This is an optimization exercise on Yosys and OpenROAD, whose aim is small area, a short achievable clock period and few clock cycles, not a production implementation.
The RTL was checked by simulation tests, not by an equivalence proof against the original design.
Power figures rest on the tool's default switching activity, not on a simulated workload.

==> flow/design.v (excerpt) <==
module plx_top (
    input             clk,
    input             rst,
    input             host_valid,
    input             host_write,
    input      [4:0]  host_addr,      
    input      [31:0] host_wdata,
    output            host_ready,
    output reg        host_rvalid,
    output reg [31:0] host_rdata,
    output            mem_rreq,
    output     [31:0] mem_raddr,
    input             mem_rgnt,
    input             mem_rvalid,
    input      [7:0]  mem_rdata,
    output            mem_wreq,
    output     [31:0] mem_waddr,
    output     [7:0]  mem_wdata,
    input             mem_wgnt
);
    localparam [1:0] ST_UNCONF = 2'd0, ST_CONF = 2'd1, ST_HALT = 2'd3;
    localparam [1:0] C_IDLE = 2'd0, C_CHECK = 2'd1, C_COPY = 2'd2;
    localparam [3:0] K_STR = 4'd0, K_RINIT = 4'd1, K_RADD = 4'd2, K_RITER = 4'd3,
                     K_ABINIT = 4'd4, K_ABITER = 4'd5, K_LEN1 = 4'd6, K_LEN2 = 4'd7,
                     K_CAP = 4'd8, K_DST = 4'd9, K_GO = 4'd10;
    reg [1:0]  state;
    reg [7:0]  sg_format;
    reg [31:0] sg_width, sg_height;
    reg        sg_crop_en;
    reg [31:0] sg_crop_w, sg_crop_h;
    reg [31:0] spd_addr, spd_stride;
    reg [31:0] dst_addr, dst_cap;
    reg [7:0]  g_format;
  ...
Size: roughly 960 flip-flops, ~160 I/O pins.
Settings: LEC_CHECK=0, CAP_MARGIN=20, CORE_MARGIN=2, CORE_UTILIZATION=40, CTS_BUF_LIST=sky130_fd_sc_hd__clkbuf_4 sky130_fd_sc_hd__clkbuf_8, PLACE_DENSITY=0.6, SLEW_MARGIN=20; clock period 13.0 ns.
standard.sh (not shown) runs the stock make flow with config.mk's settings and CLKGATE_MAP_FILE= SYNTH_SCRIPT=/design/flow/synth_recipe.tcl, a recipe that flattens the netlist after the stock synthesis.
==> flow/flow/run.sh <==
#!/bin/bash
# The standard layout (standard synthesis unchanged) with two changes to how it is made:
# - the timing repair aims at a larger setup margin, so it keeps improving paths that are
#   already well inside the clock period;
# - the port buffers are buf_4 cells instead of the resizer's default pick.
# The make output goes to layout.log; each ORFS step's own log is under orfs/logs/.
set -euo pipefail
bash standard.sh SETUP_SLACK_MARGIN=8.5 "BUFFER_PORTS_ARGS=-buffer_cell sky130_fd_sc_hd__buf_4" finish > layout.log 2>&1
The starting point finished with timing, DRC and antenna clean.
Testbench counts at the start, summed over its fixed seeds: cycles 52,093.
Change:
--- a/flow/flow/run.sh
+++ b/flow/flow/run.sh
@@ -8 +8 @@
-bash standard.sh SETUP_SLACK_MARGIN=8.5 "BUFFER_PORTS_ARGS=-buffer_cell sky130_fd_sc_hd__buf_4" finish > layout.log 2>&1
+bash standard.sh SETUP_SLACK_MARGIN=8.8 "BUFFER_PORTS_ARGS=-buffer_cell sky130_fd_sc_hd__buf_4" finish > layout.log 2>&1
CTS_BUF_LIST = not set   (was sky130_fd_sc_hd__clkbuf_4 sky130_fd_sc_hd__clkbuf_8)
Outcome: Non-clock buffer count increases by 43; cell area went up by a few percent; clock power went up by a little under a tenth.
Change:
--- a/flow/flow/run.sh
+++ b/flow/flow/run.sh
@@ -8 +8 @@
-bash standard.sh SETUP_SLACK_MARGIN=8.8 "BUFFER_PORTS_ARGS=-buffer_cell sky130_fd_sc_hd__buf_4" finish > layout.log 2>&1
+bash standard.sh SETUP_SLACK_MARGIN=9.1 "BUFFER_PORTS_ARGS=-buffer_cell sky130_fd_sc_hd__buf_4" finish > layout.log 2>&1
=> The changed run finished with timing, DRC and antenna clean. Routed wire length came out higher by about 8%. Final area came out higher by 6.8%. Setup slack is about the same. Count of clock-buffer cells in the layout came out higher by 3.
Change:
--- a/flow/flow/run.sh
+++ b/flow/flow/run.sh
@@ -8 +8 @@
-bash standard.sh SETUP_SLACK_MARGIN=9.1 "BUFFER_PORTS_ARGS=-buffer_cell sky130_fd_sc_hd__buf_4" finish > layout.log 2>&1
+bash standard.sh SETUP_SLACK_MARGIN=8.5 "BUFFER_PORTS_ARGS=-buffer_cell sky130_fd_sc_hd__buf_4" finish > layout.log 2>&1
The new run finished with timing, DRC and antenna clean.
Die area does not change.
Fmax decreases by 4.6%.
Hold slack is about the same.
First-iteration DRC count fell by 11%.
Power decreases by 0.88%.
Critical path depth falls by 8.
Routed wire length went down by 8.5%.
Sequential cell count does not change.

== build 3 ==
plx_top, a different RTL version from the one above (not shown whole).
Size: about 4,500 cells after synthesis, ~960 flip-flops, roughly 160 I/O pins.
==> flow/config.mk <==
export PLATFORM = sky130hd
export DESIGN_NAME = plx_top
export DESIGN_NICKNAME = plx_top
export VERILOG_FILES = /design/flow/design.v
export SDC_FILE = /design/flow/constraint.sdc
export NUM_CORES = 4
export LEC_CHECK = 0
export CAP_MARGIN = 20
export CORE_MARGIN = 2
export CORE_UTILIZATION = 40
export PLACE_DENSITY = 0.6
export SLEW_MARGIN = 20
==> flow/constraint.sdc <==
create_clock -name core_clock -period 13.0 [get_ports {clk}]
set_input_delay 2.6000 -clock core_clock [delete_from_list [all_inputs] [get_ports {clk}]]
set_output_delay 2.6000 -clock core_clock [all_outputs]
set_load 0.01 [all_outputs]
==> flow/flow/run.sh <==
#!/bin/bash
# Standard ORFS layout (standard synthesis unchanged); the only difference is a larger setup
# margin for the flow's timing repair, so that it keeps improving paths well inside the period.
set -euo pipefail
bash standard.sh SETUP_SLACK_MARGIN=9.2 finish > layout.log 2>&1
Testbench counts of build 3, summed over its fixed seeds: cycles 52,013.
### build 3 -> build 64
==> flow/flow/run.sh <==
#!/bin/bash
# The standard layout (standard synthesis unchanged) with two changes to how it is made:
# - the timing repair aims at a larger setup margin, so it keeps improving paths that are
#   already well inside the clock period;
# - the port buffers are buf_4 cells instead of the resizer's default pick.
# The make output goes to layout.log; each ORFS step's own log is under orfs/logs/.
set -euo pipefail
bash standard.sh SETUP_SLACK_MARGIN=8.5 "BUFFER_PORTS_ARGS=-buffer_cell sky130_fd_sc_hd__buf_4" finish > layout.log 2>&1
Results
The flow did not stop early for build 3: all stages ran, and the layout cleared the timing, design-rule and antenna checks. Build 64: done, clean on timing, DRC and antenna. Delta (build 64 minus build 3): final setup slack of the worst path saw a decrease, critical path data arrival time saw little to no change. For the sequential share of layout area, build 64 came in 3.8 points higher than build 3 did. Relative to build 3, the final cell area excluding filler cells of build 64 is lower by about 8%. Build 64: worst setup slack after placement is 0.51 ns higher than what build 3 reported. Build 64 ends up with lower measured slew at the worst slew-check pin than build 3 does.
The inputs of build 51 differ from those of build 64 as listed below.
==> flow/flow/run.sh <==
#!/bin/bash
# Standard ORFS layout (standard synthesis unchanged); the only difference is a larger setup
# margin for the flow's timing repair, so that it keeps improving paths well inside the period.
set -euo pipefail
bash standard.sh SETUP_SLACK_MARGIN=8.5 finish > layout.log 2>&1
--- outcome ---
Delta (build 51 minus build 64): routed length per instance shrank by 1.1%; highest achievable clock rate now sits higher; post-route standard cell area excluding fillers stayed essentially flat. Required time of the worst setup path on build 51 is up relative to build 64. Build 64 reports its path type of the worst setup path as in -> reg while build 51 reports reg -> reg.

## sierra
plx_top, a different RTL version from the one above (not shown whole).
For scale: ~4700 cells after synthesis, about 960 flip-flops, about 160 I/O pins.
clock: 13.0 ns
lec_check: 0
cap_margin: 20
core_margin: 2
core_utilization: 55
place_density: 0.7
slew_margin: 20
==> flow/flow/run.sh <==
#!/bin/bash
# The standard layout (standard synthesis unchanged) with two changes to how it is made:
# - the timing repair aims at a larger setup margin, so it keeps improving paths that are
#   already well inside the clock period;
# - the port buffers are buf_4 cells instead of the resizer's default pick.
# The make output goes to layout.log; each ORFS step's own log is under orfs/logs/.
set -euo pipefail
bash standard.sh SETUP_SLACK_MARGIN=8.5 "BUFFER_PORTS_ARGS=-buffer_cell sky130_fd_sc_hd__buf_4" finish > layout.log 2>&1
sierra | stages: all done | timing, DRC, antenna: all pass
Testbench counts of sierra, summed over its fixed seeds: cycles 52,013.
--- input diff sierra..indigo ---
Settings: PLACE_DENSITY: 0.7 -> 0.6; CORE_UTILIZATION: 55 -> 40.
--- outcome ---
- Re worst-case reg-to-reg path depth: indigo and sierra aren't equal, and the lower value belongs to sierra.
- Relative to sierra, the area after detailed placement measured on indigo has increased slightly.
- On portion of total power attributed to combinational logic, sierra tracks indigo almost exactly.

wip/xenon:
plx_top, a different RTL version from the one above (not shown whole).
Size: ~4700 cells after synthesis, roughly 950 flip-flops, roughly 160 I/O pins.
Settings: LEC_CHECK=0, CAP_MARGIN=20, CORE_MARGIN=2, CORE_UTILIZATION=40, PLACE_DENSITY=0.6, SLEW_MARGIN=20; clock period 13.0 ns.
==> flow/flow/run.sh <==
#!/bin/bash
# The standard layout (standard synthesis unchanged) with two changes to how it is made:
# - the timing repair aims at a larger setup margin, so it keeps improving paths that are
#   already well inside the clock period;
# - the port buffers are buf_4 cells instead of the resizer's default pick.
# The make output goes to layout.log; each ORFS step's own log is under orfs/logs/.
set -euo pipefail
bash standard.sh SETUP_SLACK_MARGIN=8.8 "BUFFER_PORTS_ARGS=-buffer_cell sky130_fd_sc_hd__buf_4" finish > layout.log 2>&1
Having completed the whole flow, wip/xenon delivered a layout that passed the timing, design-rule and antenna checks.
Testbench counts of wip/xenon, summed over its fixed seeds: cycles 51,773.
Edits applied to the flow inputs when going from wip/xenon to wip/tundra:
diff --git a/flow/flow/run.sh b/flow/flow/run.sh
--- a/flow/flow/run.sh
+++ b/flow/flow/run.sh
@@ -8 +8 @@
-bash standard.sh SETUP_SLACK_MARGIN=8.8 "BUFFER_PORTS_ARGS=-buffer_cell sky130_fd_sc_hd__buf_4" finish > layout.log 2>&1
+bash standard.sh SETUP_SLACK_MARGIN=8.5 "BUFFER_PORTS_ARGS=-buffer_cell sky130_fd_sc_hd__buf_4" finish > layout.log 2>&1
Findings:
Diff wip/xenon -> wip/tundra: well tap count held steady, non-clock buffer count shrank by 56.
wip/tundra -> wip/xenon: top-level I/O count delta 0, exact match
Final count of hold timing violations: wip/xenon vs wip/tundra — no meaningful difference
Relative to wip/xenon, the final cell area reported for wip/tundra is lower.
The number of iterations in the first detailed-routing pass number comes out lower for wip/tundra vs wip/xenon.
Combined area of the multi-input logic cells of wip/tundra falls short of that of wip/xenon slightly.
Re clock network fraction of design power: wip/tundra and wip/xenon aren't equal, and the higher value belongs to wip/tundra.
#### Input delta (wip/zinc over wip/tundra)
diff --git a/flow/flow/run.sh b/flow/flow/run.sh
--- a/flow/flow/run.sh
+++ b/flow/flow/run.sh
@@ -8 +8 @@
-bash standard.sh SETUP_SLACK_MARGIN=8.5 "BUFFER_PORTS_ARGS=-buffer_cell sky130_fd_sc_hd__buf_4" finish > layout.log 2>&1
+bash standard.sh SETUP_SLACK_MARGIN=9.1 "BUFFER_PORTS_ARGS=-buffer_cell sky130_fd_sc_hd__buf_4" finish > layout.log 2>&1
Notes after the runs:
- Compared wip/zinc vs wip/tundra, and global-route total usage across every layer is up in wip/zinc.
- Re time the worst path needs with I/O delays and setup: wip/tundra and wip/zinc aren't equal, and the higher value belongs to wip/tundra.
- The beginning of the critical path comes out ph[0] in one run and v_dstc in the other, namely in wip/zinc and wip/tundra respectively.
- Largest stage delay on the critical path for wip/zinc: 290 ps down relative to wip/tundra
- Going from wip/tundra to wip/zinc, the number of stages on the worst setup path was found to have gone up by 7.
- Relative to wip/tundra, wip/zinc improves worst ir drop on vdd.
- The core of wip/zinc is more densely filled than that of wip/tundra.
- Comparing wip/tundra with wip/zinc, the total power came out essentially unchanged.
- The lower leakage dissipation of wip/tundra and wip/zinc is in wip/tundra.

## port drivers added, routing unchanged
In the flow no input, the clock included, has a driving cell. The finished layouts below were timed again as built, in two steps. Step 1 (the two cells are an assumption about what drives the block):
set clk [get_ports {clk}]
set_driving_cell -lib_cell sky130_fd_sc_hd__clkbuf_16 $clk
set_driving_cell -lib_cell sky130_fd_sc_hd__buf_2 [delete_from_list [all_inputs] $clk]
Step 2 also shifts input and output timing later by t, the mid clock arrival at the registers, as if the neighbouring blocks saw the same clock. Slacks: no drivers / after step 1 / after step 2; pairs: no drivers / after step 1.
run	t, ns	setup slack, ns	latest minus earliest clock arrival (ns)
the first run of note 1	0.976	8.501 / 8.501 / 7.831	0.065 / 0.065
the second run of note 1	0.816	8.704 / 8.704 / 8.060	0.046 / 0.046
the third run of note 1	0.809	8.702 / 8.702 / 8.371	0.054 / 0.053
the fourth run of note 1	0.803	8.495 / 8.495 / 7.868	0.051 / 0.051
build 3	0.826	8.521 / 8.521 / 7.859	0.104 / 0.105
build 64	0.780	8.446 / 8.464 / 7.683	0.053 / 0.053
build 51	0.788	8.496 / 8.427 / 7.830	0.041 / 0.041
sierra	0.780	8.435 / 8.439 / 7.705	0.058 / 0.058
indigo	0.806	8.337 / 8.337 / 7.723	0.063 / 0.063
wip/xenon	0.807	8.680 / 8.680 / 8.086	0.069 / 0.068
wip/tundra	0.833	8.455 / 8.455 / 7.834	0.075 / 0.075
wip/zinc	0.821	8.889 / 8.889 / 8.369	0.071 / 0.071
After both steps every run listed still meets setup and hold. For build 64, which loses most, drivers alone change the setup slack by +0.018 ns; drivers and shift together by -0.763 ns.
